This is an optimization exercise on Yosys and OpenROAD, whose aim is small area, a short achievable clock period and few clock cycles, not a production implementation. RTL that was checked went through simulation tests only; none was proved equivalent to the original. For runs 6 and 7, only the layout was checked, not whether the RTL still works. Power is estimated from default activity; no workload was simulated.

==> flow/config.mk <==
export PLATFORM = sky130hd
export DESIGN_NAME = ulz_decomp
export DESIGN_NICKNAME = ulz_decomp
export VERILOG_FILES = /design/flow/design.v
export SDC_FILE = /design/flow/constraint.sdc
export NUM_CORES = 4
export LEC_CHECK = 0
export CAP_MARGIN = 20
export CORE_MARGIN = 2
export CORE_UTILIZATION = 65
export CTS_CLUSTER_DIAMETER = 100
export CTS_CLUSTER_SIZE = 22
export PLACE_DENSITY = 0.7
export SETUP_SLACK_MARGIN = 5
export SLEW_MARGIN = 20
==> flow/standard.sh <==
#!/bin/bash
# synth_recipe.tcl (not shown) runs the flow's synth.tcl, then flattens the netlist and writes it again
# the make line also repeats each setting of config.mk as NAME=value (left out here)
make -C /OpenROAD-flow-scripts/flow DESIGN_CONFIG=/design/flow/config.mk WORK_HOME=/design/flow/orfs CLKGATE_MAP_FILE= SYNTH_SCRIPT=/design/flow/synth_recipe.tcl "${@:-finish}"
==> flow/flow/run.sh <==
#!/bin/bash
set -euo pipefail
export BUFFER_PORTS_ARGS="-buffer_cell sky130_fd_sc_hd__buf_1"
sed -e 's/SETUP_SLACK_MARGIN=[0-9.]*/SETUP_SLACK_MARGIN=6.8/' standard.sh > standard_margin.sh
bash standard_margin.sh > standard_margin.log 2>&1
==> flow/constraint.sdc <==
create_clock -name core_clock -period 10.0 [get_ports {clk}]
set_input_delay 2.0000 -clock core_clock [delete_from_list [all_inputs] [get_ports {clk}]]
set_output_delay 2.0000 -clock core_clock [all_outputs]
set_load 0.01 [all_outputs]
==> flow/design.v <==
module ulz_decomp (
    input  wire        clk,
    input  wire        rst,         
    input  wire        start,       
    input  wire [15:0] in_len,      
    input  wire [15:0] out_cap,     
    output wire        ready,
    output reg         done,        
    output wire        ok,          
    output wire [15:0] result,      
    output wire        in_re,
    output wire [15:0] in_addr,
    input  wire [7:0]  in_rdata,
    output wire        out_we,
    output wire [15:0] out_waddr,
    output wire [7:0]  out_wdata,
    output wire        out_re,
    output wire [15:0] out_raddr,
    input  wire [7:0]  out_rdata
);
    localparam I_IDLE = 0;
    localparam I_INIT = 1;    
    localparam I_HRD  = 2;    
    localparam I_HW1  = 3;    
    localparam I_HW2  = 4;    
    localparam I_CAP  = 5;    
    localparam I_VC   = 6;    
    localparam I_C2   = 7;    
    localparam I_LIT  = 8;    
    localparam I_VA   = 9;    
    localparam I_VB   = 10;   
    localparam I_R1   = 11;   
    localparam I_REF  = 12;   
    localparam I_FIN  = 13;   
    localparam I_ESC  = 14;   
    localparam NS     = 15;
    reg [NS-1:0] st;
    reg          okr;
    wire s_idle = st[I_IDLE];
    wire s_init = st[I_INIT];
    wire s_hrd  = st[I_HRD];
    wire s_hw1  = st[I_HW1];
    wire s_hw2  = st[I_HW2];
    wire s_cap  = st[I_CAP];
    wire s_vc   = st[I_VC];
    wire s_c2   = st[I_C2];
    wire s_lit  = st[I_LIT];
    wire s_va   = st[I_VA];
    wire s_vb   = st[I_VB];
    wire s_r1   = st[I_R1];
    wire s_ref  = st[I_REF];
    wire s_fin  = st[I_FIN];
    wire s_esc  = st[I_ESC];
    reg [15:0] head;             
    reg [15:0] avail;            
    reg [15:0] fa;               
    reg [2:0]  cnt;
    reg        hbig;             
    reg [15:0] size;
    reg [15:0] rp;               
    reg [15:0] o;                
    reg [15:0] endp;             
    reg        endhi;            
    reg [15:0] src;              
    reg        offbad;           
    reg        fwd1, fwd2;       
    reg        fin;              
    reg [1:0]  ret;              
    reg [25:0] bb;               
    reg [4:0]  bn;               
    reg        fp;               
    reg        ibv;              
    reg [7:0]  ib;               
    reg        vvalid;
    reg [16:0] vval;             
    reg        vbig;             
    reg        vesc;             
    reg        vz;               
    reg [1:0]  vm;               
    reg        v1;               
    reg        lastq;            
    reg        ire;              
    reg [15:0] ia;               
    reg        fq;               
    reg        ore;              
    reg        pf;               
    reg        r1, r1lit;        
    reg        wv;               
    reg [7:0]  wd, wd2;          
    wire st_lit_rd = s_c2 | s_lit;
    wire st_ref_rd = s_r1 | s_ref;
    wire cons_port = s_init | s_hrd | st_lit_rd | (s_esc & !cnt[2]);
    wire mC  = s_ref & lastq & !fin;
    wire mA  = s_lit & lastq & !fin;
    wire vcx = s_vc | mC;
    wire vax = (s_va & !fin) | mA;
    wire s_v = vcx | vax | s_vb;
    wire take = (vvalid & !vesc & ((vcx & vz) | vax | s_vb)) | s_c2;
    wire [2:0] t  = bb[2:0];
    wire cA = !t[0];
    wire cB = (t[1:0] == 2'b01);
    wire cC = (t == 3'b011);
    wire have = cA ? (bn >= 5'd3) : cB ? (bn >= 5'd6) : cC ? (bn >= 5'd11) : (bn >= 5'd19);
    wire [4:0] k = cA ? 5'd3 : cB ? 5'd6 : cC ? 5'd11 : 5'd19;
    wire dec = !s_idle & (!vvalid | take) & have;
    wire [2:0] lr = bn[2:0];
    wire [1:0] m  = cA ? {1'b0, lr < 3'd3} :
                    cB ? {1'b0, lr < 3'd6} :
                    cC ? ((lr < 3'd3) ? 2'd2 : 2'd1) :
                         ((lr < 3'd3) ? 2'd3 : 2'd2);
    wire [16:0] valA = {15'd0, t[2:1]};
    wire [16:0] valB = {12'd0, ({1'b0, bb[5:3], t[2]} + 5'd4)};
    wire [16:0] valC = {8'd0, ({1'b0, bb[10:3]} + 9'd20)};
    wire [16:0] valD = {1'b0, bb[18:3]} + 17'd276;
    wire        escD = (bb[18:3] == 16'hFFFF);
    wire [25:0] bb_app = bb | (ibv ? ({18'd0, ib} << bn) : 26'd0);
    wire [4:0]  bn_app = bn + {1'b0, ibv, 3'b000};
    wire [15:0] head_nx = s_idle ? 16'd0 : cons_port ? head + 16'd1 : head;
    wire [15:0] fa_nx   = s_idle ? in_len : (s_init | fq) ? fa - 16'd1 : fa;
    wire [15:0] rp_inc = rp + 16'd1;
    wire        s_cp = s_lit | s_ref;
    wire [16:0] avx = ({17{s_vc | s_va | s_vb | s_cp}} & {15'd0, vm}) | ({17{s_c2}} & vval) |
                      {14'd0, s_esc, 1'b0, s_init | s_hrd};
    wire [17:0] av_d   = {2'b0, avail} - {1'b0, avx};
    wire        av_bad = av_d[17];
    wire [16:0] addb = s_vb ? ~vval : vval;
    wire [15:0] adda = s_cp ? endp : rp;
    wire [17:0] add1 = {2'b0, adda} + {1'b0, addb} + {17'd0, s_va | s_cp};
    wire [17:0] sub2 = {2'b0, size} + {1'b0, ~endhi, ~endp} + {17'd0, s_c2};
    wire        sub2_c = sub2[17];
    wire [16:0] e17  = {endhi, endp};
    wire [16:0] s17  = {1'b0, size};
    wire [16:0] inc_s = e17 ^ 17'd1 ^ s17;
    wire [16:0] inc_c = {((e17[15:0] & 16'd1) | ((e17[15:0] | 16'd1) & ~s17[15:0])), 1'b0};
    wire        eq_l  = (e17 == s17);
    wire        eq_r  = (inc_s == inc_c);
    wire        sub2_z = s_c2 ? eq_l : eq_r;
    wire        h_last  = !ib[7] || cnt[2];
    wire        h_bad   = cnt[2] && (ib[7:4] != 4'd0);
    wire last_lit = lastq;
    wire last_ref = lastq;
    wire [15:0] p1_s = rp ^ 16'd1 ^ endp;
    wire [15:0] p1_c = {(rp[14:0] & 15'd1) | ((rp[14:0] | 15'd1) & ~endp[14:0]), 1'b0};
    wire [15:0] p2_s = rp ^ 16'd2 ^ endp;
    wire [15:0] p2_c = {(rp[14:0] & 15'd2) | ((rp[14:0] | 15'd2) & ~endp[14:0]), 1'b0};
    wire        eq_p1 = (p1_s == p1_c);
    wire        eq_p2 = (p2_s == p2_c);
    wire slow_bad = (s_cap & (hbig | sub2_c)) |
                    (s_c2 & (av_bad | vbig | endhi | !sub2_c)) |
                    (s_r1 & (offbad | endhi | !sub2_c));
    wire av_lt_m = (avail[15:2] == 14'd0) && (avail[1:0] < vm);
    wire go_fail = pf |
                   ((s_init | s_hrd) & (avail == 16'd0)) |
                   (s_hw2 & h_bad) |
                   (s_v & vvalid & av_lt_m) |
                   (s_esc & (cnt == 3'd0) & (avail < 16'd4));
    wire go_ok   = (s_cap & !hbig & (size == 16'd0)) |
                   (s_fin & !r1 & !pf);
    wire esc_go   = s_v & vvalid & vesc;
    wire esc_back = s_esc & (cnt == 3'd5);
    wire [NS-1:0] nx;
    assign nx[I_IDLE] = (s_idle & !start) | go_fail | go_ok;
    assign nx[I_INIT] = s_idle & start;
    assign nx[I_HRD]  = s_hw2 & !h_last & !go_fail;
    assign nx[I_HW1]  = (s_init | s_hrd) & !go_fail;
    assign nx[I_HW2]  = s_hw1;
    assign nx[I_CAP]  = s_hw2 & h_last & !go_fail;
    assign nx[I_VC]   = (s_cap & !go_fail & !go_ok) |
                        (vcx & !vvalid & !go_fail) |
                        (esc_back & (ret == 2'd0));
    assign nx[I_C2]   = vcx & vvalid & !vesc & !vz & !go_fail;
    assign nx[I_LIT]  = ((s_c2 | s_lit) & !last_lit & !go_fail);
    assign nx[I_VA]   = (vcx & vvalid & !vesc & vz & !go_fail) |
                        (vax & !vvalid & !go_fail) |
                        (s_c2 & last_lit & !go_fail) |
                        (esc_back & (ret == 2'd1));
    assign nx[I_VB]   = (vax & vvalid & !vesc & !go_fail) |
                        (s_vb & !vvalid & !go_fail) |
                        (esc_back & (ret == 2'd2));
    assign nx[I_R1]   = s_vb & vvalid & !vesc & !go_fail;
    assign nx[I_REF]  = (s_r1 | (s_ref & !last_ref)) & !go_fail;
    assign nx[I_FIN]  = ((s_lit & last_lit & fin) |
                         (s_va & fin) |
                         (s_ref & last_ref & fin) |
                         (s_fin & r1)) & !go_fail;
    assign nx[I_ESC]  = (esc_go & !go_fail) | (s_esc & !esc_back & !go_fail);
    always @(posedge clk) begin
        if (rst) begin
            st   <= {{(NS-1){1'b0}}, 1'b1};
            ore  <= 1'b0;
            pf   <= 1'b0;
            done <= 1'b0;
            r1   <= 1'b0;
            wv   <= 1'b0;
        end else begin
            st   <= nx;
            ore  <= nx[I_R1] | nx[I_REF];
            pf   <= slow_bad & !go_fail;
            done <= go_fail | go_ok;
            r1   <= (st_lit_rd | st_ref_rd) & !go_fail;
            wv   <= r1 & !go_fail;
        end
    end
    always @(posedge clk) begin
        if (go_fail | go_ok)
            okr <= go_ok;
        if (r1) begin
            wd  <= r1lit ? in_rdata : fwd1 ? wd : fwd2 ? wd2 : out_rdata;
            wd2 <= wd;
        end
        r1lit <= st_lit_rd;
        if (s_idle)
            o <= 16'd0;
        else if (wv)
            o <= o + 16'd1;
        head <= head_nx;
        if (s_idle)
            avail <= in_len;
        else if (s_init | s_hrd | (s_v & vvalid) | s_c2 | (s_esc & (cnt == 3'd0)))
            avail <= av_d[15:0];
        if (s_idle)
            rp <= 16'd0;
        else if (st_lit_rd | st_ref_rd)
            rp <= rp_inc;
        if (s_idle | esc_go)
            cnt <= 3'd0;
        else if (s_hw2 | s_esc)
            cnt <= cnt + 3'd1;
        if (s_init | go_fail)
            size <= 16'd0;
        else if (s_hw2) begin
            case (cnt)
            3'd0: size[6:0]   <= ib[6:0];
            3'd1: size[13:7]  <= ib[6:0];
            3'd2: size[15:14] <= ib[1:0];
            default: ;
            endcase
        end
        if (s_idle)
            hbig <= 1'b0;
        else if (s_hw2)
            hbig <= hbig | (cnt == 3'd2 && ib[6:2] != 5'd0) |
                           (cnt == 3'd3 && ib[6:0] != 7'd0) |
                           (cnt == 3'd4 && ib[3:0] != 4'd0);
        if (s_idle) begin
            endp  <= out_cap;
            endhi <= 1'b0;
        end else if ((vcx | vax) & vvalid) begin
            endp  <= add1[15:0];
            endhi <= (add1[17:16] != 2'd0) | vbig;
        end
        if (s_vb & vvalid) begin
            src    <= add1[15:0];
            offbad <= !add1[17] | vbig;
            fwd1   <= vz;
            fwd2   <= v1;
        end else if (st_ref_rd)
            src <= src + 16'd1;
        lastq <= vcx ? v1 : st_lit_rd ? eq_p2 : eq_p1;
        if (s_idle)
            fin <= 1'b0;
        else if (s_c2 | s_r1)
            fin <= sub2_z;
        if (esc_go)
            ret <= {s_vb, vax};
    end
    wire cons_nx = (s_idle & start) | (s_hw2 & !h_last) |
                   (vcx & vvalid & !vesc & !vz) |
                   ((s_c2 | s_lit) & !last_lit) |
                   esc_go | (s_esc & (cnt < 3'd3));
    wire [1:0] pend = {1'b0, fq} + {1'b0, fp} + {1'b0, ibv};
    wire fill_nx = !s_idle & !cons_nx &
                   ((pend == 2'd0) ? (bn <= 5'd18) : (pend == 2'd1) ? (bn <= 5'd10) :
                    (pend == 2'd2) ? (bn <= 5'd2) : 1'b0);
    always @(posedge clk) begin
        ib  <= in_rdata;
        ibv <= fp & !s_idle;
        fp  <= fq & !s_idle;
        fq  <= fill_nx;
        ire <= cons_nx | fill_nx;
        ia  <= cons_nx ? head_nx : fa_nx;
        fa  <= fa_nx;
        if (s_idle) begin
            bb <= 26'd0;
            bn <= 5'd0;
        end else if (dec) begin
            bb <= cA ? (bb_app >> 3) : cB ? (bb_app >> 6) : cC ? (bb_app >> 11) : (bb_app >> 19);
            bn <= bn_app - k;
        end else begin
            bb <= bb_app;
            bn <= bn_app;
        end
        if (s_idle) begin
            vvalid <= 1'b0;
        end else if (dec) begin
            vvalid <= 1'b1;
            vval   <= cA ? valA : cB ? valB : cC ? valC : valD;
            vbig   <= 1'b0;
            vesc   <= !cA & !cB & !cC & escD;
            vz     <= cA & (t[2:1] == 2'b00);
            v1     <= cA & (t[2:1] == 2'b01);
            vm     <= m;
        end else begin
            if (take)
                vvalid <= 1'b0;
            if (s_v && vvalid)
                vm <= 2'd0;
            if (s_esc) begin
                case (cnt)
                3'd2: begin
                    vval[7:0] <= ib;
                    vz <= (ib == 8'd0);
                    v1 <= (ib == 8'd1);
                end
                3'd3: begin
                    vval[16:8] <= {1'b0, ib};
                    vbig <= 1'b0;
                    vz <= vz & (ib == 8'd0);
                    v1 <= v1 & (ib == 8'd0);
                end
                3'd4: begin
                    vbig <= (ib != 8'd0);
                    vz <= vz & (ib == 8'd0);
                    v1 <= v1 & (ib == 8'd0);
                end
                3'd5: begin
                    vesc <= 1'b0;
                    vbig <= vbig | (ib != 8'd0);
                    vz <= vz & (ib == 8'd0);
                    v1 <= v1 & (ib == 8'd0);
                end
                default: ;
                endcase
            end
        end
    end
    assign ready     = s_idle;
    assign ok        = okr;
    assign result    = size;
    assign in_re     = ire;
    assign in_addr   = ia;
    assign out_re    = ore;
    assign out_raddr = src;
    assign out_we    = wv;
    assign out_waddr = o;
    assign out_wdata = wd;
endmodule
==> impl_metrics.env, run 1 <==
export IMPL_power_share_clock=0.271
export IMPL_required_ns=10.24
export IMPL_async_flop_share=0
export IMPL_grt_usage=0.321
export IMPL_grt_max_degree=78
export IMPL_synth_main_ff_cell="dfxtp_1"
export IMPL_finalSetupViolCount=0
export IMPL_n_antenna_cell=0
export IMPL_synth_edf_count=93
export IMPL_place_ws_ns=6.15
export IMPL_synth_nets=1819
export IMPL_grt_pass1_wl_um=62500
export IMPL_die_area_um2=24400
export IMPL_cp_start_kind="register"
export IMPL_routed_via_density=6.18
export IMPL_status="finished clean"
export IMPL_crit_path_cell_trace="nor3_4, nand2_1, a22oi_2, ha_1, nor2b_1, o31ai_2, a211oi_1, o31a_1, a211o_1, a21oi_1, xor2_1, o21ai_1"
export IMPL_grt_overflow=0
export IMPL_p_sw_frac=0.297
export IMPL_setup_slack_ns=6.82
export IMPL_ir_drop_v=0.000133
export IMPL_p_sw_uw=689
export IMPL_crit_arrival_ns=3.42
export IMPL_syn_instance_count=1666
export IMPL_antenna_found_initial=0
export IMPL_drc=0
export IMPL_vias=12601
export IMPL_relSlewSlack=0.367
export IMPL_first_global_vias=11868
export IMPL_floorplan_die_width_um=156
export IMPL_critPathKind="reg2reg"
export IMPL_dieHeight_um=156
export IMPL_cp_slowest_cell="dfxtp_2"
export IMPL_place_inst=2008
export IMPL_synthToLayoutAreaGrowth_pct=7.96
export IMPL_grt_setup_unrepaired="yes"
export IMPL_cts_root_buf="clkbuf_16"
export IMPL_fin_crit_sh=0.318
export IMPL_yosysSeqAreaShare=0.409
export IMPL_internal_power_uw=1630
export IMPL_place_gp_congestion=0.968
export IMPL_crit_path_end_kind="register"
export IMPL_period_minus_slack_ns=3.18
export IMPL_post_drt_wl_per_cell_um=19.3
export IMPL_cts_max_path_buffers=3
export IMPL_fin_skew_ns=0.0238
export IMPL_io_buffer_count=128
export IMPL_drive_gt1_frac=0.0610
export IMPL_max_stage_delay_ns=0.37
export IMPL_p_per_area_nw_per_um2=143
export IMPL_synthDistinctLibCells=78
export IMPL_fin_cells=2040
export IMPL_hp_class="reg2reg"
export IMPL_synth_seq_cells=261
export IMPL_drv_cap=0
export IMPL_finalSetupTns_ns=0
export IMPL_combPwrFrac=0.194
export IMPL_cts_clk_slew_worst_paths_ns=0.10
export IMPL_pin_count=129
export IMPL_slew_violations=0
export IMPL_leakagePower_uw=0.00606
export IMPL_core_um2=22700
export IMPL_final_common_cell="nand2_1"
export IMPL_power_uw=2320
export IMPL_ant_nets=0
export IMPL_first_pass_iters=5
export IMPL_clock_latency_ns=0.50
export IMPL_h_tree_depth=1
export IMPL_fin_util=0.715
export IMPL_fillers=1828
export IMPL_routed_wl_um=39400
export IMPL_hpwl_um=28900
export IMPL_rows=55
export IMPL_tightest_slew_ns=0.947
export IMPL_cts_tree="yes"
export IMPL_cts_buffers=15
export IMPL_drtIter0Drc=1079
export IMPL_final_cell_mix="190 x nand2_1, 157 x dfxtp_1, 143 x nor2_1, 128 x buf_1, 113 x o21ai_0"
export IMPL_syn_avg_cell_area_um2=9.03
export IMPL_hold_viol=0
export IMPL_pwr_share_seq=0.535
export IMPL_yosysWarnings=1
export IMPL_layout_nets=1901
export IMPL_syn_area_um2=15100
export IMPL_cts_sinks=261
export IMPL_initial_utilization=0.663
export IMPL_crit_fanout=4
export IMPL_timing_fmax_mhz=314
cell families after synthesis:
logic type / count (synthesis) / share of synthesized area
flip-flops: 261 / 0.409
multiplexers: 55 / 0.0405
XOR/XNOR: 157 / 0.0914
adder cells (fa/ha/maj): 102 / 0.0868
buffers and inverters: 146 / 0.0390
AO/OA/AOI/OAI: 370 / 0.152
AND/OR/NAND/NOR: 575 / 0.182
repair_timing:
action                                  CTS  global route
pin swaps                                 1             8
hold buffers                              0             0
gates resized for setup                  15            25
buffers inserted                          2             4
endpoints found under the setup margin   51            31
gates cloned                              0             1
endpoints found under the hold margin     0             0
path summary, 6_finish.rpt:
| check | from | to | slack [ns] | depth (start not counted) |
|---|---|---|---|---|
| setup reg to reg | st[8] | avail[15] | 6.82 | 12 |
| hold reg to reg | wd[0] | wd2[0] | 0.45 | 0 |
| setup / recovery | st[8] | avail[15] | 6.82 | 12 |
| hold / removal | wd[0] | wd2[0] | 0.45 | 0 |
power groups by stage:
stage               Sequential, uW  Clock [uW]  Combinational, uW
floorplan                     1230           0                334
CTS                           1240         637                438
detailed placement            1260           0                426
finish                        1240         629                449
global route                  1250         670                499
global placement              1260           0                417
per-stage QoR:
step | hold WS (ns) | instance area [um^2]
after floorplan | 0.414 | 15100
after global placement | 0.417 | 15600
after detailed placement | 0.430 | 15600
after CTS | 0.450 | 16100
after global routing | 0.462 | 16200
final | 0.450 | 16200
cell type report:
type                       count  area [um^2]  share of cell area
clock inverter                 1         5.00            0.000308
sequential                   261         6180               0.380
inverter                      67          251              0.0155
multi-input combinational   1259         8420               0.518
clock buffer                  23          405              0.0249
tap                          285          357              0.0219
timing repair buffer         144          629              0.0387
sequential cells by signal (all words and copies together), names as in the netlist, 15 cells and up:
signal,cells
st,15
ia,16
src,16
size,16
avail,16
rp,16
fa,16
o,16
endp,16
vval,17
bb,26
head,16
routing by layer:
layer | global-route usage | vias up | part of all wire
li1 | - | 6081 | -
met1 | 0.440 | 6007 | 0.44
met2 | 0.544 | 440 | 0.47
met3 | 0.0339 | 73 | 0.058
met4 | 0.0874 | 0 | 0.026
met5 | 0 | - | 0
synth_stat cells (5+ instances only):
cell / count / area [um^2]
a211o_1: 5 / 43.8
a211oi_1: 19 / 143
a21o_1: 9 / 67.6
a21oi_1: 82 / 410
a221oi_1: 6 / 52.6
a31oi_1: 13 / 81.3
and3_1: 12 / 75.1
buf_1: 11 / 41.3
buf_2: 12 / 60.1
clkbuf_1: 50 / 188
dfxtp_1: 168 / 3360
edfxtp_1: 93 / 2790
ha_1: 98 / 1230
inv_1: 67 / 251
mux2_2: 26 / 293
mux2i_1: 26 / 260
nand2_1: 190 / 713
nand2b_1: 26 / 163
nand3_1: 46 / 230
nand3b_1: 5 / 37.5
nand4_1: 27 / 169
nor2_1: 144 / 541
nor2b_1: 26 / 163
nor3_1: 30 / 150
nor4_1: 15 / 93.8
o211ai_1: 5 / 37.5
o21a_1: 10 / 75.1
o21ai_0: 116 / 581
o21ai_1: 20 / 100
o221ai_1: 10 / 87.6
o22ai_1: 19 / 119
o31a_1: 5 / 43.8
o31ai_1: 19 / 143
or2_2: 6 / 37.5
or3_1: 18 / 113
xnor2_1: 55 / 482
xor2_1: 102 / 893
worst max-delay path: cells and delay by family, from the launching register on:
family	cells	cell delay, ns
adders and majority gates	1	0.27
and+or+nand+nor	3	0.51
AOI/OAI and AO/OA	7	1.61
DFF	1	0.37
xor gates and xnor gates	1	0.18
Testbench counts, summed over its fixed seeds: cycles 261,657.
==> run 2: changes to the inputs <==
--- a/flow/config.mk
+++ b/flow/config.mk
@@ -8,8 +8,7 @@
 export CAP_MARGIN = 20
 export CORE_MARGIN = 2
-export CORE_UTILIZATION = 65
+export CORE_UTILIZATION = 60
 export CTS_CLUSTER_DIAMETER = 100
 export CTS_CLUSTER_SIZE = 22
-export PLACE_DENSITY = 0.7
 export SETUP_SLACK_MARGIN = 5
 export SLEW_MARGIN = 20
==> impl_metrics.env, run 2 <==
export IMPL_status="finished clean"
export IMPL_slew_violations=0
export IMPL_initial_utilization=0.615
export IMPL_cts_sinks=261
export IMPL_dieHeight_um=162
export IMPL_cp_slowest_cell="dfxtp_1"
export IMPL_hold_viol=0
export IMPL_cts_max_path_buffers=3
export IMPL_grt_usage=0.300
export IMPL_largest_register_ffs=26
export IMPL_drc=0
export IMPL_layout_nets=1914
export IMPL_die_area_um2=26400
export IMPL_io_buffer_count=128
export IMPL_syn_area_um2=15100
export IMPL_synth_most_common_cell="nand2_1"
export IMPL_synth_main_ff_cell="dfxtp_1"
export IMPL_tightest_slew_ns=0.998
export IMPL_final_common_cell="nand2_1"
export IMPL_rows=57
export IMPL_yosys_top_cells_area="dfxtp_1 22%, edfxtp_1 19%, ha_1 8.1%"
export IMPL_drive_gt1_frac=0.0678
export IMPL_relSlewSlack=0.335
export IMPL_grt_setup_unrepaired="yes"
export IMPL_synthDistinctLibCells=78
export IMPL_floorplan_die_width_um=162
export IMPL_regArea_um2=6180
export IMPL_yosys_area_top_type_share=0.223
export IMPL_cts_clk_slew_worst_paths_ns=0.09
export IMPL_n_antenna_cell=0
export IMPL_synthToLayoutAreaGrowth_pct=8.83
export IMPL_cp_start_kind="register"
export IMPL_grt_overflow=0
export IMPL_final_cell_mix="190 x nand2_1, 156 x dfxtp_1, 143 x nor2_1, 128 x buf_1, 114 x o21ai_0"
export IMPL_yosysSeqAreaShare=0.409
export IMPL_async_flop_share=0
export IMPL_fillers=2062
export IMPL_hpwl_um=29100
export IMPL_first_global_vias=11893
export IMPL_drv_cap=0
export IMPL_crit_arrival_ns=1.15
export IMPL_worst_path_buf_inv=1
export IMPL_synth_edf_count=93
export IMPL_post_drt_wl_per_cell_um=19.0
export IMPL_clock_latency_ns=0.50
export IMPL_p_per_area_nw_per_um2=142
export IMPL_cts_buffers=15
export IMPL_cpLargestDelayFamily="flip-flops"
export IMPL_first_pass_iters=5
export IMPL_core_um2=24500
export IMPL_fin_skew_ns=0.0210
export IMPL_antenna_found_initial=0
export IMPL_syn_avg_cell_area_um2=9.03
export IMPL_synth_seq_cells=261
export IMPL_critPathKind="reg2out"
export IMPL_fin_crit_sh=0.315
export IMPL_period_minus_slack_ns=3.15
export IMPL_syn_instance_count=1666
export IMPL_cts_root_buf="clkbuf_16"
export IMPL_leakagePower_uw=0.00612
export IMPL_routed_wl_um=39800
export IMPL_crit_path_end_kind="primary output"
export IMPL_grt_pass1_wl_um=63200
export IMPL_timing_fmax_mhz=317
export IMPL_cts_hold_buffers_added=0
export IMPL_reg_top3="bb x26, vval x17"
export IMPL_synth_common_cells="190 x nand2_1, 168 x dfxtp_1, 144 x nor2_1"
export IMPL_required_ns=8.00
export IMPL_crit_fanout=5
export IMPL_finalSetupViolCount=0
export IMPL_crit_path_cell_trace="buf_1"
export IMPL_place_inst=2048
export IMPL_ant_nets=0
export IMPL_finalSetupTns_ns=0
export IMPL_fin_cells=2093
export IMPL_synth_area_leader_cell="dfxtp_1"
export IMPL_yosysWarnings=1
export IMPL_synth_nets=1819
export IMPL_cts_tree="yes"
export IMPL_pin_count=129
export IMPL_grt_max_degree=81
export IMPL_max_stage_delay_ns=0.48
export IMPL_ir_drop_v=0.000128
export IMPL_place_gp_congestion=0.951
export IMPL_h_tree_depth=1
export IMPL_routed_via_density=5.93
export IMPL_hp_class="reg2reg"
export IMPL_multiInputGateArea_um2=8420
export IMPL_largest_register="bb"
export IMPL_whs_ns=0.447
export IMPL_drtIter0Drc=1064
export IMPL_vias=12418
==> run 2: logic make-up after synthesis <==
kind of cell / count (synthesis) / synth area share
buf+inv: 146 / 0.0390
compound gates: 370 / 0.152
mux: 55 / 0.0405
flops: 261 / 0.409
fa+ha+maj: 102 / 0.0868
simple gates: 575 / 0.182
xor+xnor: 157 / 0.0914
==> run 2: path summary, 6_finish.rpt <==
check	from	end	slack, ns	cells past startpoint
hold reg to reg	st[3]	st[4]	0.45	1
setup reg to reg	st[8]	endp[13]	6.92	13
setup / recovery	size[12]	result[12]	6.85	1
hold / removal	st[3]	st[4]	0.45	1
==> run 2: where the power goes <==
group          leakage [uW]  internal [uW]  switching, uW
Combinational       0.00366            187            269
Clock              0.000199            285            352
Sequential          0.00226           1170           74.5
==> run 2: metrics by stage <==
step,power [uW],util,setup WS [ns],area (um^2)
after global placement,1680,0.641,6.17,15700
after floorplan,1560,-,6.81,15100
after global routing,2440,0.670,6.74,16400
final,2330,0.670,6.85,16400
after detailed placement,1690,0.641,6.03,15700
after CTS,2320,0.660,6.80,16200
==> run 2: area by class of cell <==
class,instances,share of cell area
Clock buffer,24,0.0250
Clock inverter,1,0.000306
Inverter,67,0.0154
Multi-Input combinational cell,1259,0.514
Sequential cell,261,0.377
Tap cell,324,0.0247
Timing Repair Buffer,157,0.0436
==> run 2: repair_timing <==
| item | 4_1_cts | 5_1_grt |
|---|---|---|
| resized for setup | 17 | 23 |
| setup buffers | 1 | 16 |
| endpoints found under the setup margin | 71 | 38 |
| cloned | 0 | 1 |
| pin swaps | 0 | 6 |
==> run 2: layer usage <==
layer  wire length [um]  GRT usage  part of all wire
met3               1950     0.0275             0.049
met2              18400      0.498              0.46
met1              18400      0.421              0.46
met4               1100     0.0809             0.028
met5                  0          0                 0
==> run 3: changes to the inputs <==
==> flow/flow/run.sh (replaced) <==
#!/bin/bash
set -euo pipefail
sed -e 's/SETUP_SLACK_MARGIN=[0-9.]*/SETUP_SLACK_MARGIN=6.8/' standard.sh > standard_margin.sh
bash standard_margin.sh > standard_margin.log 2>&1
==> impl_metrics.env, run 3 <==
export IMPL_synth_main_ff_cell="dfxtp_1"
export IMPL_pin_count=129
export IMPL_max_stage_delay_ns=0.43
export IMPL_yosys_mux_area_fraction=0.0405
export IMPL_clock_latency_ns=0.49
export IMPL_h_tree_depth=1
export IMPL_n_antenna_cell=0
export IMPL_largest_register_ffs=26
export IMPL_grt_max_degree=70
export IMPL_synth_nets=1819
export IMPL_critPathKind="reg2out"
export IMPL_finalSetupViolCount=0
export IMPL_first_global_vias=12204
export IMPL_cpLargestDelayFamily="flip-flops"
export IMPL_cts_tree="yes"
export IMPL_drtIter0Drc=1301
export IMPL_cts_clk_slew_worst_paths_ns=0.09
export IMPL_final_cell_mix="189 x nand2_1, 143 x nor2_1, 135 x dfxtp_1, 112 x o21ai_0, 101 x xor2_1"
export IMPL_syn_avg_cell_area_um2=9.03
export IMPL_routed_via_density=6.05
export IMPL_met1_usage=0.414
export IMPL_synth_seq_cells=261
export IMPL_p_per_area_nw_per_um2=136
export IMPL_io_buffer_count=128
export IMPL_slew_violations=0
export IMPL_synth_top_family_by_area="simple AND/OR/NAND/NOR gates"
export IMPL_yosys_area_top_type_share=0.223
export IMPL_cts_root_buf="clkbuf_16"
export IMPL_tightest_slew_ns=1.25
export IMPL_synth_area_leader_cell="dfxtp_1"
export IMPL_synth_edf_count=93
export IMPL_synthSimpleGateAreaFrac=0.182
export IMPL_layout_nets=1927
export IMPL_grt_usage=0.304
export IMPL_leakagePower_uw=0.00673
export IMPL_ant_nets=0
export IMPL_use_met2=0.516
export IMPL_async_flop_share=0
export IMPL_synthAdderAreaFrac=0.0868
export IMPL_crit_path_cell_trace="clkdlybuf4s15_2"
export IMPL_synth_xor_area_share=0.0914
export IMPL_syn_area_um2=15100
export IMPL_pwr_share_seq=0.527
export IMPL_fin_crit_sh=0.317
export IMPL_place_gp_congestion=0.966
export IMPL_antenna_found_initial=0
export IMPL_timing_fmax_mhz=315
export IMPL_first_pass_iters=6
export IMPL_power_share_clock=0.271
export IMPL_combPwrFrac=0.202
export IMPL_synth_most_common_cell="nand2_1"
export IMPL_cts_buffers=15
export IMPL_final_common_cell="nand2_1"
export IMPL_vias=12735
export IMPL_drc=0
export IMPL_fin_util=0.705
export IMPL_drive_gt1_frac=0.0943
export IMPL_grt_setup_unrepaired="yes"
export IMPL_fin_skew_ns=0.0180
export IMPL_cp_slowest_cell="edfxtp_1"
export IMPL_yosys_top_cells_area="dfxtp_1 22%, edfxtp_1 19%, ha_1 8.1%"
export IMPL_status="finished clean"
export IMPL_worst_path_buf_inv=1
export IMPL_die_area_um2=26400
export IMPL_core_um2=24500
export IMPL_post_drt_wl_per_cell_um=19.5
export IMPL_crit_path_end_kind="primary output"
export IMPL_reg2reg_from="st[12]"
export IMPL_crit_fanout=2
export IMPL_p_sw_frac=0.297
export IMPL_yosysSeqAreaShare=0.409
export IMPL_hp_start="st[3]"
export IMPL_finalSetupTns_ns=0
export IMPL_ir_drop_v=0.000109
export IMPL_relSlewSlack=0.156
export IMPL_synthDistinctLibCells=78
export IMPL_synth_compound_area_frac=0.152
export IMPL_floorplan_die_width_um=162
export IMPL_internal_power_uw=1650
export IMPL_syn_instance_count=1666
export IMPL_grt_use_met3=0.0336
export IMPL_initial_utilization=0.615
export IMPL_cts_sinks=261
export IMPL_whs_ns=0.458
export IMPL_cts_max_path_buffers=3
export IMPL_cp_start_kind="register"
export IMPL_grt_busiest_layer="met2"
export IMPL_yosysWarnings=1
export IMPL_rows=57
export IMPL_drv_cap=0
export IMPL_largest_register="bb"
export IMPL_hold_viol=0
export IMPL_hp_class="reg2reg"
export IMPL_synth_common_cells="190 x nand2_1, 168 x dfxtp_1, 144 x nor2_1"
export IMPL_grt_overflow=0
export IMPL_crit_arrival_ns=1.17
export IMPL_grt_pass1_wl_um=64100
export IMPL_p_sw_uw=698
export IMPL_critical_path_startpoint="src[0]"
export IMPL_dieHeight_um=162
export IMPL_synthToLayoutAreaGrowth_pct=14.5
export IMPL_reg_top3="bb x26, vval x17"
export IMPL_hpwl_um=29400
export IMPL_period_minus_slack_ns=3.17
export IMPL_routed_wl_um=41000
export IMPL_required_ns=8.00
[run 3: cell count changes in the layout (fill, tap and decap cells not counted), sizes merged]
cell / delta
buf: -115
clkbuf: +10
clkdlybuf4s15: +22
clkdlybuf4s50: +49
dlygate4sd2: +44
dlymetal6s2s: +1
or3: +2
[run 3: metrics by stage]
stage	setup slack, ns	instances	power [uW]	area, um^2
after floorplan	6.81	1666	1560	15100
after global placement	6.03	2049	1710	16500
after detailed placement	5.99	2049	1720	16500
after CTS	6.71	2093	2340	17100
after global routing	6.74	2106	2450	17200
final	6.83	2106	2350	17200
[run 3: power by group through the flow]
stage	logic (uW)	registers, uW	clock network [uW]
2_1_floorplan	334	1230	0
3_3_place_gp	445	1260	0
3_5_place_dp	453	1260	0
4_1_cts	459	1240	646
5_1_grt	523	1240	679
6_report	475	1240	637
[run 3: kinds of logic after synthesis]
family / Yosys count
adders and majority gates: 102
muxes: 55
buffers and inverters: 146
xor gates and xnor gates: 157
and+or+nand+nor: 575
DFF: 261
AOI/OAI and AO/OA: 370
[run 3: routing by layer]
metal / share of wire / up-vias
met1: 0.43 / 6083
met4: 0.030 / 0
met3: 0.059 / 74
met5: 0 / -
met2: 0.48 / 443
li1: - / 6135
[run 3: final cells by class]
| class | count | area [um^2] |
|---|---|---|
| inverter | 67 | 251 |
| fill | 1973 | 7220 |
| tap | 324 | 405 |
| timing repair buffer | 168 | 1500 |
| clock inverter | 1 | 5.00 |
| multi-input combinational | 1261 | 8450 |
| sequential | 261 | 6230 |
| clock buffer | 24 | 409 |
[run 3: path summary, 6_finish.rpt]
kind,endpoint,slack (ns),depth (start not counted)
worst min register to register,st[4],0.46,1
worst min-delay path,st[4],0.46,1
worst max register to register,endhi,6.87,14
worst max-delay path,out_raddr[0],6.83,1
[run 3: timing repair]
item / CTS / global route
hold endpoints to repair: 0 / 0
pin swaps: 5 / 7
gates cloned: 1 / 2
buffers inserted: 18 / 11
hold buffers: 0 / 0
endpoints found under the setup margin: 128 / 57
resized for setup: 150 / 52
==> run 4: changes to the inputs <==
--- a/flow/config.mk
+++ b/flow/config.mk
@@ -11,4 +11,5 @@
 export CTS_CLUSTER_DIAMETER = 100
 export CTS_CLUSTER_SIZE = 22
+export PLACE_DENSITY = 0.75
 export SETUP_SLACK_MARGIN = 5
 export SLEW_MARGIN = 20
==> impl_metrics.env, run 4 <==
export IMPL_status="finished clean"
export IMPL_yosys_top_cells_area="dfxtp_1 22%, edfxtp_1 19%, ha_1 8.1%"
export IMPL_synth_seq_cells=261
export IMPL_timing_fmax_mhz=314
export IMPL_synthAdderAreaFrac=0.0868
export IMPL_cts_clk_slew_worst_paths_ns=0.09
export IMPL_crit_fanout=5
export IMPL_largest_register="bb"
export IMPL_syn_instance_count=1666
export IMPL_place_gp_congestion=0.966
export IMPL_first_pass_iters=5
export IMPL_leakagePower_uw=0.00676
export IMPL_routed_via_density=6.06
export IMPL_synth_xor_area_share=0.0914
export IMPL_synth_edf_count=93
export IMPL_cts_sinks=261
export IMPL_post_drt_wl_per_cell_um=19.5
export IMPL_tightest_slew_ns=1.26
export IMPL_synth_nets=1819
export IMPL_layout_nets=1930
export IMPL_synth_compound_area_frac=0.152
export IMPL_ir_drop_v=0.000134
export IMPL_first_global_vias=11989
export IMPL_cts_max_path_buffers=3
export IMPL_grt_setup_unrepaired="yes"
export IMPL_p_sw_frac=0.295
export IMPL_yosys_mux_area_fraction=0.0405
export IMPL_io_buffer_count=128
export IMPL_synthToLayoutAreaGrowth_pct=15.1
export IMPL_reg2reg_from="st[12]"
export IMPL_ant_nets=0
export IMPL_syn_avg_cell_area_um2=9.03
export IMPL_synthDistinctLibCells=78
export IMPL_synthSimpleGateAreaFrac=0.182
export IMPL_pwr_share_seq=0.525
export IMPL_cp_slowest_cell="dfxtp_2"
export IMPL_slew_violations=0
export IMPL_h_tree_depth=1
export IMPL_worst_path_buf_inv=1
export IMPL_synth_area_leader_cell="dfxtp_1"
export IMPL_yosysWarnings=1
export IMPL_finalSetupViolCount=0
export IMPL_largest_register_ffs=26
export IMPL_syn_area_um2=15100
export IMPL_initial_utilization=0.615
export IMPL_die_area_um2=26400
export IMPL_finalSetupTns_ns=0
export IMPL_max_stage_delay_ns=0.39
export IMPL_drive_gt1_frac=0.0930
export IMPL_drc=0
export IMPL_cts_root_buf="clkbuf_16"
export IMPL_drtIter0Drc=1218
export IMPL_p_per_area_nw_per_um2=136
export IMPL_yosysSeqAreaShare=0.409
export IMPL_placed_cell_area_um2=16500
export IMPL_grt_usage=0.300
export IMPL_hp_class="reg2reg"
export IMPL_vias=12785
export IMPL_routed_wl_um=41100
export IMPL_period_minus_slack_ns=3.18
export IMPL_hp_start="wd[3]"
export IMPL_crit_arrival_ns=1.18
export IMPL_drv_cap=0
export IMPL_pin_count=129
export IMPL_final_cell_mix="189 x nand2_1, 143 x nor2_1, 133 x dfxtp_1, 112 x o21ai_0, 102 x xor2_1"
export IMPL_hpwl_um=29400
export IMPL_required_ns=8.00
export IMPL_async_flop_share=0
export IMPL_synth_top_family_by_area="simple AND/OR/NAND/NOR gates"
export IMPL_crit_path_cell_trace="clkdlybuf4s15_1"
export IMPL_synth_main_ff_cell="dfxtp_1"
export IMPL_cp_start_kind="register"
export IMPL_power_share_clock=0.272
export IMPL_yosys_area_top_type_share=0.223
export IMPL_grt_pass1_wl_um=63500
export IMPL_floorplan_die_width_um=162
export IMPL_reg_top3="bb x26, vval x17"
export IMPL_core_um2=24500
export IMPL_critPathKind="reg2out"
export IMPL_fin_skew_ns=0.0226
export IMPL_cts_buffers=15
export IMPL_cts_tree="yes"
export IMPL_grt_max_degree=93
export IMPL_dieHeight_um=162
export IMPL_synth_most_common_cell="nand2_1"
export IMPL_fin_crit_sh=0.318
export IMPL_synth_common_cells="190 x nand2_1, 168 x dfxtp_1, 144 x nor2_1"
export IMPL_relSlewSlack=0.150
export IMPL_hold_viol=0
export IMPL_grt_overflow=0
export IMPL_p_sw_uw=695
export IMPL_critical_path_startpoint="size[14]"
export IMPL_combPwrFrac=0.204
export IMPL_final_common_cell="nand2_1"
export IMPL_internal_power_uw=1660
export IMPL_rows=57
export IMPL_fillers=1927
export IMPL_antenna_found_initial=1
export IMPL_post_route_cell_area_um2=17300
export IMPL_cpLargestDelayFamily="flip-flops"
export IMPL_clock_latency_ns=0.50
export IMPL_crit_path_end_kind="primary output"
## run 4: cell counts after synthesis
No cell type changed its count.
## run 4: metrics by stage
stage                     hold slack [ns]  std cells  setup slack, ns  total power, uW  utilization
after CTS                           0.447       2095             6.59             2350        0.699
after detailed placement            0.436       2049             6.02             1720        0.674
after floorplan                     0.414       1666             6.81             1560            -
after global routing                0.459       2110             6.71             2460        0.708
final                               0.444       2110             6.82             2360        0.708
after global placement              0.424       2049             6.04             1710        0.674
## run 4: logic make-up (layout without fill, tap and decap cells)
group,count (synthesis),count (layout)
simple gates,575,577
fa+ha+maj,102,102
buf+inv,146,263
xor+xnor,157,157
compound gates,370,370
mux,55,55
other cells,0,1
flops,261,261
## run 4: metal layers
layer	global-route usage	routed length, um
met1	0.409	17400
met2	0.510	19800
met3	0.0313	2660
met4	0.0869	1210
met5	0	0
## run 4: path summary, 6_finish.rpt
path | end | slack (ns) | cells after the start
worst max register to register | offbad | 6.88 | 12
worst min register to register | wd2[3] | 0.44 | 0
worst max-delay path | result[14] | 6.82 | 1
worst min-delay path | wd2[3] | 0.44 | 0
## run 4: what timing repair did
action                                  4_1_cts  5_1_grt
endpoints found under the setup margin      134       89
setup buffers                                21       11
gates resized for setup                     133       60
pin swaps                                     0        7
cloned                                        0        3
hold buffers                                  0        0
## run 4: cell type report
type	count	area, um^2	share of cell area
Antenna cell	1	2.50	0.000144
Clock buffer	25	423	0.0244
Inverter	67	251	0.0145
Multi-Input combinational cell	1261	8440	0.488
Sequential cell	261	6220	0.359
Tap cell	324	405	0.0234
Timing Repair Buffer	171	1570	0.0906
## run 4: power groups by stage
| stage | Clock (uW) | Combinational (uW) | Sequential [uW] |
|---|---|---|---|
| final | 640 | 480 | 1240 |
| after detailed placement | 0 | 450 | 1270 |
| after global routing | 685 | 529 | 1240 |
| after CTS | 648 | 464 | 1230 |
| after floorplan | 0 | 334 | 1230 |
| after global placement | 0 | 442 | 1260 |
==> run 5: changes to the inputs <==
==> flow/flow/run.sh (replaced) <==
#!/bin/bash
set -euo pipefail
export BUFFER_PORTS_ARGS="-buffer_cell sky130_fd_sc_hd__buf_2"
sed -e 's/SETUP_SLACK_MARGIN=[0-9.]*/SETUP_SLACK_MARGIN=6.8/' standard.sh > standard_margin.sh
bash standard_margin.sh > standard_margin.log 2>&1
--- a/flow/config.mk
+++ b/flow/config.mk
@@ -11,5 +11,4 @@
 export CTS_CLUSTER_DIAMETER = 100
 export CTS_CLUSTER_SIZE = 22
-export PLACE_DENSITY = 0.75
 export SETUP_SLACK_MARGIN = 5
 export SLEW_MARGIN = 20
==> impl_metrics.env, run 5 <==
export IMPL_die_area_um2=26400
export IMPL_place_gp_congestion=0.929
export IMPL_status="finished clean"
export IMPL_io_buffer_count=128
export IMPL_post_drt_wl_per_cell_um=19.0
export IMPL_syn_area_um2=15100
export IMPL_vias=12551
export IMPL_finalSetupViolCount=0
export IMPL_h_tree_depth=1
export IMPL_crit_path_end_kind="primary output"
export IMPL_syn_instance_count=1666
export IMPL_whs_ns=0.452
export IMPL_drc=0
export IMPL_cts_clk_slew_worst_paths_ns=0.09
export IMPL_cts_sinks=261
export IMPL_synth_nets=1819
export IMPL_drive_gt1_frac=0.139
export IMPL_yosys_top_cells_area="dfxtp_1 22%, edfxtp_1 19%, ha_1 8.1%"
export IMPL_cts_tree="yes"
export IMPL_cts_max_path_buffers=3
export IMPL_critPathKind="reg2out"
export IMPL_synth_area_leader_cell="dfxtp_1"
export IMPL_grt_setup_unrepaired="yes"
export IMPL_cts_hold_buffers_added=0
export IMPL_syn_avg_cell_area_um2=9.03
export IMPL_synth_main_ff_cell="dfxtp_1"
export IMPL_crit_fanout=5
export IMPL_period_minus_slack_ns=3.19
export IMPL_finalSetupTns_ns=0
export IMPL_grt_usage=0.296
export IMPL_p_per_area_nw_per_um2=144
export IMPL_max_stage_delay_ns=0.50
export IMPL_tightest_slew_ns=0.912
export IMPL_async_flop_share=0
export IMPL_synth_edf_count=93
export IMPL_routed_via_density=6.00
export IMPL_relSlewSlack=0.390
export IMPL_slew_violations=0
export IMPL_timing_fmax_mhz=314
export IMPL_antenna_found_initial=0
export IMPL_floorplan_die_width_um=162
export IMPL_yosysWarnings=1
export IMPL_crit_path_cell_trace="buf_2"
export IMPL_fin_util=0.677
export IMPL_reg_top3="bb x26, vval x17"
export IMPL_required_ns=8.00
export IMPL_yosys_area_top_type_share=0.223
export IMPL_largest_register_ffs=26
export IMPL_largest_register="bb"
export IMPL_initial_utilization=0.615
export IMPL_dieHeight_um=162
export IMPL_ir_drop_v=0.000119
export IMPL_fin_skew_ns=0.0249
export IMPL_grt_overflow=0
export IMPL_synth_most_common_cell="nand2_1"
export IMPL_drv_cap=0
export IMPL_grt_max_degree=86
export IMPL_hpwl_um=29300
export IMPL_first_pass_iters=7
export IMPL_rows=57
export IMPL_fin_crit_sh=0.319
export IMPL_core_um2=24500
export IMPL_n_antenna_cell=0
export IMPL_crit_arrival_ns=1.19
export IMPL_final_cell_mix="190 x nand2_1, 155 x dfxtp_1, 143 x nor2_1, 129 x buf_2, 113 x o21ai_0"
export IMPL_cpLargestDelayFamily="flip-flops"
export IMPL_leakagePower_uw=0.00654
export IMPL_synth_common_cells="190 x nand2_1, 168 x dfxtp_1, 144 x nor2_1"
export IMPL_place_ws_ns=6.10
export IMPL_synth_seq_cells=261
export IMPL_layout_nets=1910
export IMPL_yosysSeqAreaShare=0.409
export IMPL_worst_path_buf_inv=1
export IMPL_hold_viol=0
export IMPL_drtIter0Drc=1080
export IMPL_grt_pass1_wl_um=62900
export IMPL_routed_wl_um=39800
export IMPL_ant_nets=0
export IMPL_clock_latency_ns=0.50
export IMPL_synthDistinctLibCells=78
export IMPL_pin_count=129
export IMPL_first_global_vias=11840
export IMPL_cp_slowest_cell="dfxtp_1"
export IMPL_cts_root_buf="clkbuf_16"
export IMPL_cts_buffers=16
export IMPL_final_common_cell="nand2_1"
export IMPL_hp_class="reg2reg"
export IMPL_cp_start_kind="register"
export IMPL_synthToLayoutAreaGrowth_pct=10.1
export IMPL_setup_slack_ns=6.81
run 5: metrics by stage:
step | std cells | cell area [um^2] | power (uW)
floorplan | 1666 | 15100 | 1560
global placement | 2049 | 15800 | 1690
CTS | 2078 | 16400 | 2380
finish | 2091 | 16600 | 2380
detailed placement | 2049 | 15800 | 1700
global route | 2091 | 16600 | 2490
run 5: cells by family (layout without fill, tap and decap cells):
| kind of cell | Yosys count | count (layout) | synth area share |
|---|---|---|---|
| buffers and inverters | 146 | 247 | 0.0390 |
| flip-flops | 261 | 261 | 0.409 |
| AND/OR/NAND/NOR | 575 | 575 | 0.182 |
| XOR/XNOR | 157 | 157 | 0.0914 |
| multiplexers | 55 | 55 | 0.0405 |
| AO/OA/AOI/OAI | 370 | 370 | 0.152 |
| adder cells (fa/ha/maj) | 102 | 102 | 0.0868 |
run 5: metal layers:
layer / global-route usage / routed length (um) / vias up
li1: - / - / 6098
met1: 0.421 / 18100 / 5916
met2: 0.484 / 18400 / 464
met3: 0.0306 / 2250 / 73
met4: 0.0829 / 1030 / 0
met5: 0 / 0 / -
run 5: timing repair:
item,in CTS,in global routing
pin swaps,1,10
gates cloned,0,1
resized for setup,15,25
endpoints found under the setup margin,42,47
setup buffers,1,12
run 5: worst paths after layout:
path                               from   endpoint  slack (ns)  depth (start not counted)
worst max register to register   st[12]   endp[13]        6.86                         13
worst min-delay path              wd[2]     wd2[2]        0.45                          0
worst min register to register    wd[2]     wd2[2]        0.45                          0
worst max-delay path            size[8]  result[8]        6.81                          1
run 5: power by group:
part           internal [uW]  switching (uW)
clock                    324             369
combinational            185             267
sequential              1170            72.4
total                   1670             708
run 5: cell type report:
cell class,count,area [um^2]
multi-input cells,1259,8410
fillers,2024,7890
flip-flops and latches,261,6180
repair buffers,152,830
clock buffers,26,459
well taps,324,405
inverters,67,251
clock inverters,2,32.5
==> run 6: changes to the inputs <==
--- a/flow/design.v
+++ b/flow/design.v
@@ -250,11 +250,10 @@
             endhi <= (add1[17:16] != 2'd0) | vbig;
         end
-        if (s_vb & vvalid) begin
-            src    <= add1[15:0];
+        src <= s_vb ? add1[15:0] : src + 16'd1;
+        if (s_vb) begin
             offbad <= !add1[17] | vbig;
             fwd1   <= vz;
             fwd2   <= v1;
-        end else if (st_ref_rd)
-            src <= src + 16'd1;
+        end
         lastq <= vcx ? v1 : st_lit_rd ? eq_p2 : eq_p1;
         if (s_idle)
==> flow/flow/run.sh (replaced) <==
#!/bin/bash
set -euo pipefail
sed -e 's/SETUP_SLACK_MARGIN=[0-9.]*/SETUP_SLACK_MARGIN=6.8/' standard.sh > standard_margin.sh
bash standard_margin.sh > standard_margin.log 2>&1
==> impl_metrics.env, run 6 <==
export IMPL_status="finished clean"
export IMPL_fin_crit_sh=0.327
export IMPL_finalSetupViolCount=0
export IMPL_hold_viol=0
export IMPL_ir_drop_v=0.000135
export IMPL_timing_fmax_mhz=305
export IMPL_syn_instance_count=1693
export IMPL_drtIter0Drc=1194
export IMPL_hp_class="reg2reg"
export IMPL_n_antenna_cell=0
export IMPL_crit_path_end_kind="register"
export IMPL_hpwl_um=29900
export IMPL_final_common_cell="nand2_1"
export IMPL_tightest_slew_ns=0.979
export IMPL_max_stage_delay_ns=0.45
export IMPL_cts_root_buf="clkbuf_16"
export IMPL_relSlewSlack=0.345
export IMPL_worst_path_buf_inv=0
export IMPL_core_um2=24400
export IMPL_pin_count=129
export IMPL_clock_latency_ns=0.50
export IMPL_drive_gt1_frac=0.0920
export IMPL_place_gp_congestion=0.950
export IMPL_crit_fanout=4
export IMPL_critPathKind="reg2reg"
export IMPL_grt_usage=0.309
export IMPL_cts_buffers=15
export IMPL_place_inst=2077
export IMPL_async_flop_share=0
export IMPL_post_drt_wl_per_cell_um=19.5
export IMPL_initial_utilization=0.612
export IMPL_crit_path_cell_trace="or2_4, mux2i_2, fa_2, fa_2, nor2b_4, o31a_1, o21ai_2, a211oi_2, o41ai_2, a21o_1, or4_1, nor3b_1"
export IMPL_synth_seq_cells=261
export IMPL_syn_avg_cell_area_um2=8.82
export IMPL_routed_via_density=6.07
export IMPL_cts_tree="yes"
export IMPL_drc=0
export IMPL_yosysSeqAreaShare=0.402
export IMPL_leakagePower_uw=0.00681
export IMPL_ant_nets=0
export IMPL_floorplan_die_width_um=162
export IMPL_yosys_top_cells_area="dfxtp_1 25%, edfxtp_1 15%, ha_1 8.2%"
export IMPL_die_area_um2=26200
export IMPL_rows=57
export IMPL_io_buffer_count=128
export IMPL_cp_start_kind="register"
export IMPL_yosys_area_top_type_share=0.247
export IMPL_cp_slowest_cell="or4_1"
export IMPL_p_per_area_nw_per_um2=150
export IMPL_cpMostUsedCell="fa_2"
export IMPL_grt_overflow=0
export IMPL_grt_setup_unrepaired="yes"
export IMPL_cts_clk_slew_worst_paths_ns=0.10
export IMPL_fin_skew_ns=0.0265
export IMPL_reg_top3="bb x26, vval x17"
export IMPL_syn_area_um2=14900
export IMPL_cts_hold_buffers_added=0
export IMPL_synth_area_leader_cell="dfxtp_1"
export IMPL_dieHeight_um=162
export IMPL_yosysWarnings=1
export IMPL_synth_main_ff_cell="dfxtp_1"
export IMPL_crit_arrival_ns=3.67
export IMPL_grt_pass1_wl_um=64800
export IMPL_routed_wl_um=41500
export IMPL_cpLargestDelayFamily="simple AND/OR/NAND/NOR gates"
export IMPL_cts_max_path_buffers=3
export IMPL_antenna_found_initial=0
export IMPL_synth_edf_count=77
export IMPL_first_global_vias=12230
export IMPL_required_ns=10.40
export IMPL_drv_cap=0
export IMPL_fillers=1951
export IMPL_synth_common_cells="187 x nand2_1, 184 x dfxtp_1, 149 x nor2_1"
export IMPL_slew_violations=0
export IMPL_largest_register_ffs=26
export IMPL_h_tree_depth=1
export IMPL_synth_nets=1846
export IMPL_synth_most_common_cell="nand2_1"
export IMPL_cts_sinks=261
export IMPL_layout_nets=1950
export IMPL_fin_cells=2128
export IMPL_largest_register="bb"
export IMPL_final_cell_mix="185 x nand2_1, 145 x nor2_1, 141 x dfxtp_1, 127 x o21ai_0, 110 x a21oi_1"
export IMPL_first_pass_iters=5
export IMPL_grt_max_degree=57
export IMPL_period_minus_slack_ns=3.27
export IMPL_synthToLayoutAreaGrowth_pct=15.9
export IMPL_finalSetupTns_ns=0
export IMPL_vias=12915
export IMPL_synthDistinctLibCells=77
[run 6: changes by cell type in the layout (fill, tap and decap cells not counted), moves of 16 or more]
cell / before / now
dfxtp_2: 10 / 35
dlygate4sd2_1: 0 / 65
buf_2: 129 / 1
edfxtp_1: 93 / 77
a21oi_1: 82 / 110
clkdlybuf4s50_1: 0 / 50
[run 6: kinds of logic after synthesis]
group / after synthesis / share of synthesized area
AOI/OAI and AO/OA: 399 / 0.164
xor gates and xnor gates: 154 / 0.0904
adders and majority gates: 102 / 0.0875
buffers and inverters: 152 / 0.0392
DFF: 261 / 0.402
muxes: 50 / 0.0363
and+or+nand+nor: 575 / 0.181
[run 6: where the power goes]
part	internal (uW)	switching, uW	total (uW)
combinational	277	371	648
sequential	1200	123	1320
clock	290	343	633
total	1770	837	2600
[run 6: worst paths after layout]
check / startpoint / endpoint / slack [ns] / depth (start not counted)
hold / removal: wd[7] / wd2[7] / 0.45 / 0
setup / recovery: st[12] / endhi / 6.73 / 12
setup reg to reg: st[12] / endhi / 6.73 / 12
hold reg to reg: wd[7] / wd2[7] / 0.45 / 0
[run 6: layout make-up]
cell class / count / area, um^2 / share of cell area
sequential: 261 / 6070 / 0.351
multi-input combinational: 1280 / 8560 / 0.494
inverter: 76 / 290 / 0.0168
tap: 324 / 405 / 0.0234
clock buffer: 24 / 419 / 0.0242
timing repair buffer: 163 / 1570 / 0.0904
[run 6: metal layers]
metal / part of all wire / GRT usage / up-vias / wire (um)
met3: 0.074 / 0.0386 / 102 / 3080
met4: 0.033 / 0.106 / 0 / 1360
met2: 0.47 / 0.518 / 556 / 19400
li1: - / - / 6194 / -
met5: 0 / 0 / - / 0
met1: 0.43 / 0.418 / 6063 / 17700
[run 6: per-stage QoR]
step / hold slack, ns / total power, uW / utilization / cell area [um^2] / worst slack (ns)
3_3_place_gp: 0.428 / 1970 / 0.673 / 16400 / 6.13
2_1_floorplan: 0.414 / 1740 / - / 15000 / 6.78
6_report: 0.451 / 2600 / 0.710 / 17300 / 6.73
4_1_cts: 0.451 / 2590 / 0.699 / 17100 / 6.60
5_1_grt: 0.464 / 2730 / 0.710 / 17300 / 6.62
3_5_place_dp: 0.435 / 1980 / 0.673 / 16400 / 6.13
[run 6: timing repair]
action,in CTS,in global routing
gates resized for setup,130,55
setup endpoints to repair,133,70
gates cloned,2,1
buffers inserted,13,11
pin swaps,10,21
==> run 7: changes to the inputs <==
--- a/flow/config.mk
+++ b/flow/config.mk
@@ -13,2 +13,3 @@
 export SETUP_SLACK_MARGIN = 5
 export SLEW_MARGIN = 20
+export TNS_END_PERCENT = 0
==> impl_metrics.env, run 7 <==
export IMPL_status="finished clean"
export IMPL_yosys_area_top_type_share=0.247
export IMPL_first_global_vias=12263
export IMPL_finalSetupTns_ns=0
export IMPL_required_ns=8.00
export IMPL_tightest_slew_ns=1.00
export IMPL_synth_edf_count=77
export IMPL_synthToLayoutAreaGrowth_pct=14.9
export IMPL_synth_main_ff_cell="dfxtp_1"
export IMPL_ant_nets=0
export IMPL_synthDistinctLibCells=77
export IMPL_p_sw_frac=0.324
export IMPL_crit_path_end_kind="primary output"
export IMPL_layout_nets=1932
export IMPL_grt_setup_unrepaired="yes"
export IMPL_grt_pass1_wl_um=64900
export IMPL_combPwrFrac=0.245
export IMPL_fin_crit_sh=0.348
export IMPL_yosysWarnings=1
export IMPL_r2r_setup_slack_ns=6.61
export IMPL_io_buffer_count=128
export IMPL_grt_usage=0.310
export IMPL_hp_start="st[3]"
export IMPL_cp_slowest_cell="clkdlybuf4s50_1"
export IMPL_reg_top3="bb x26, vval x17"
export IMPL_worst_path_buf_inv=1
export IMPL_place_gp_congestion=0.946
export IMPL_synth_nets=1846
export IMPL_clock_latency_ns=0.52
export IMPL_worst_r2r_path_depth=12
export IMPL_final_cell_mix="187 x nand2_1, 152 x dfxtp_1, 149 x nor2_1, 129 x o21ai_0, 120 x clkdlybuf4s50_1"
export IMPL_final_common_cell="nand2_1"
export IMPL_p_sw_uw=871
export IMPL_internal_power_uw=1820
export IMPL_leakagePower_uw=0.00648
export IMPL_yosys_top_cells_area="dfxtp_1 25%, edfxtp_1 15%, ha_1 8.2%"
export IMPL_drc=0
export IMPL_post_drt_wl_per_cell_um=19.5
export IMPL_first_pass_iters=5
export IMPL_slew_violations=0
export IMPL_regToRegEndpoint="endhi"
export IMPL_reg2reg_from="st[8]"
export IMPL_syn_avg_cell_area_um2=8.82
export IMPL_n_antenna_cell=0
export IMPL_pwr_share_seq=0.491
export IMPL_cts_root_buf="clkbuf_16"
export IMPL_initial_utilization=0.612
export IMPL_hpwl_um=29900
export IMPL_hold_end="st[4]"
export IMPL_cpLargestDelayFamily="buffers and inverters"
export IMPL_fin_skew_ns=0.0178
export IMPL_cts_max_path_buffers=3
export IMPL_cts_clk_slew_worst_paths_ns=0.09
export IMPL_cp_start_kind="register"
export IMPL_drtIter0Drc=1200
export IMPL_ir_drop_v=0.000160
export IMPL_routed_via_density=6.05
export IMPL_cts_sinks=261
export IMPL_finalSetupViolCount=0
export IMPL_drive_gt1_frac=0.0688
export IMPL_power_share_clock=0.263
export IMPL_fillers=1981
export IMPL_power_uw=2690
export IMPL_largest_register_ffs=26
export IMPL_hold_viol=0
export IMPL_crit_fanout=5
export IMPL_grt_max_degree=57
export IMPL_hp_class="reg2reg"
export IMPL_relSlewSlack=0.331
export IMPL_syn_area_um2=14900
export IMPL_whs_ns=0.458
export IMPL_die_area_um2=26200
export IMPL_synth_common_cells="187 x nand2_1, 184 x dfxtp_1, 149 x nor2_1"
export IMPL_synth_seq_cells=261
export IMPL_routed_wl_um=41100
export IMPL_crit_path_cell_trace="clkdlybuf4s50_1"
export IMPL_cts_buffers=16
export IMPL_pin_count=129
export IMPL_cts_tree="yes"
export IMPL_async_flop_share=0
export IMPL_p_per_area_nw_per_um2=157
export IMPL_period_minus_slack_ns=3.48
export IMPL_floorplan_die_width_um=162
export IMPL_dieHeight_um=162
export IMPL_yosysSeqAreaShare=0.402
export IMPL_core_um2=24400
export IMPL_synth_area_leader_cell="dfxtp_1"
export IMPL_holdPathStages=1
export IMPL_vias=12773
export IMPL_timing_fmax_mhz=287
export IMPL_antenna_found_initial=1
export IMPL_h_tree_depth=1
export IMPL_crit_arrival_ns=1.48
export IMPL_critPathKind="reg2out"
export IMPL_largest_register="bb"
export IMPL_syn_instance_count=1693
export IMPL_rows=57
export IMPL_grt_overflow=0
export IMPL_synth_most_common_cell="nand2_1"
export IMPL_drv_cap=0
export IMPL_max_stage_delay_ns=0.57
-- run 7: per-layer routing --
layer / track usage / vias up / wire length (um)
met2: 0.517 / 448 / 19200
met1: 0.422 / 6068 / 18000
li1: - / 6161 / -
met3: 0.0370 / 94 / 2410
met4: 0.106 / 2 / 1450
met5: 0 / - / 13
-- run 7: worst reg2reg max path: cells and delay by family, from the launching register on --
kind                       cells  cell delay, ns
adders and majority gates      2            0.80
AOI/OAI and AO/OA              5            0.94
and+or+nand+nor                4            1.04
DFF                            1            0.34
muxes                          1            0.17
-- run 7: worst max-delay path by stage --
stage / startpoint / endpoint / cells past startpoint
after global placement: start / ia[13] / 4
after CTS: size[11] / result[11] / 1
after global routing: st[8] / endhi / 12
after detailed placement: st[10] / avail[14] / 16
after floorplan: st[10] / avail[14] / 17
final: size[3] / result[3] / 1
-- run 7: layout make-up --
class	instances	area, um^2	area share
Timing Repair Buffer	144	1470	0.0858
Multi-Input combinational cell	1280	8440	0.492
Tap cell	324	405	0.0236
Sequential cell	261	6050	0.353
Clock buffer	25	465	0.0271
Clock inverter	2	27.5	0.00161
Inverter	76	289	0.0169
-- run 7: cells by family after synthesis --
group / synth area share
and+or+nand+nor: 0.181
AOI/OAI and AO/OA: 0.164
DFF: 0.402
xor gates and xnor gates: 0.0904
buffers and inverters: 0.0392
adders and majority gates: 0.0875
muxes: 0.0363
-- run 7: power by group through the flow --
| stage | combinational, uW | sequential, uW | clock [uW] |
|---|---|---|---|
| after floorplan | 445 | 1290 | 0 |
| final | 660 | 1320 | 708 |
| after detailed placement | 638 | 1340 | 0 |
| after CTS | 650 | 1320 | 710 |
| after global routing | 723 | 1330 | 752 |
| after global placement | 626 | 1340 | 0 |
-- run 7: metrics by stage --
stage	utilization	area (um^2)	setup slack [ns]	instances
global route	0.703	17100	6.44	2112
detailed placement	0.673	16400	6.22	2078
global placement	0.673	16400	6.12	2077
finish	0.703	17100	6.52	2112
CTS	0.699	17000	6.53	2110
floorplan	-	15000	6.78	1693
-- run 7: repair_timing --
item	4_1_cts	5_1_grt
pin swaps	1	6
hold buffers	0	0
setup endpoints to repair	125	166
buffers inserted	4	1
gates cloned	1	1
resized for setup	43	16

port drivers added, routing unchanged:
Ports are ideal in the flow. The routed layouts listed here were re-timed in OpenROAD.
Step 1 assumes that a clkbuf_16 drives the clock port and a buf_2 every other input.
Step 2 moves the port delays by t, midway between the first and last clock arrival at a register: inputs arrive t later, outputs are due t later. That takes back most of the time a late clock gives input paths.
a / b / c = no drivers / after step 1 / after step 2; a / b = the first two.
| run | t (ns) | setup WS [ns] | worst setup path at the end | clock arrival spread, ns | worst register clock-pin slew, ns |
|---|---|---|---|---|---|
| run 1 | 0.538 | 6.819 / 6.785 / 6.459 | input to register | 0.024 / 0.024 | 0.10 / 0.10 |
| run 2 | 0.546 | 6.845 / 6.792 / 6.449 | input to register | 0.021 / 0.021 | 0.10 / 0.10 |
| run 3 | 0.536 | 6.829 / 6.779 / 6.447 | input to register | 0.018 / 0.018 | 0.10 / 0.10 |
| run 4 | 0.537 | 6.820 / 6.769 / 6.481 | input to register | 0.023 / 0.022 | 0.10 / 0.10 |
| run 5 | 0.540 | 6.815 / 6.765 / 6.372 | input to register | 0.025 / 0.025 | 0.10 / 0.10 |
| run 6 | 0.534 | 6.726 / 6.726 / 6.414 | input to register | 0.026 / 0.027 | 0.10 / 0.10 |
| run 7 | 0.561 | 6.520 / 6.467 / 6.357 | input to register | 0.019 / 0.019 | 0.10 / 0.10 |
After both steps setup and hold are still met in every run listed. The setup slack of run 5, which loses most, moves by -0.050 ns with the drivers and by -0.443 ns with both steps.
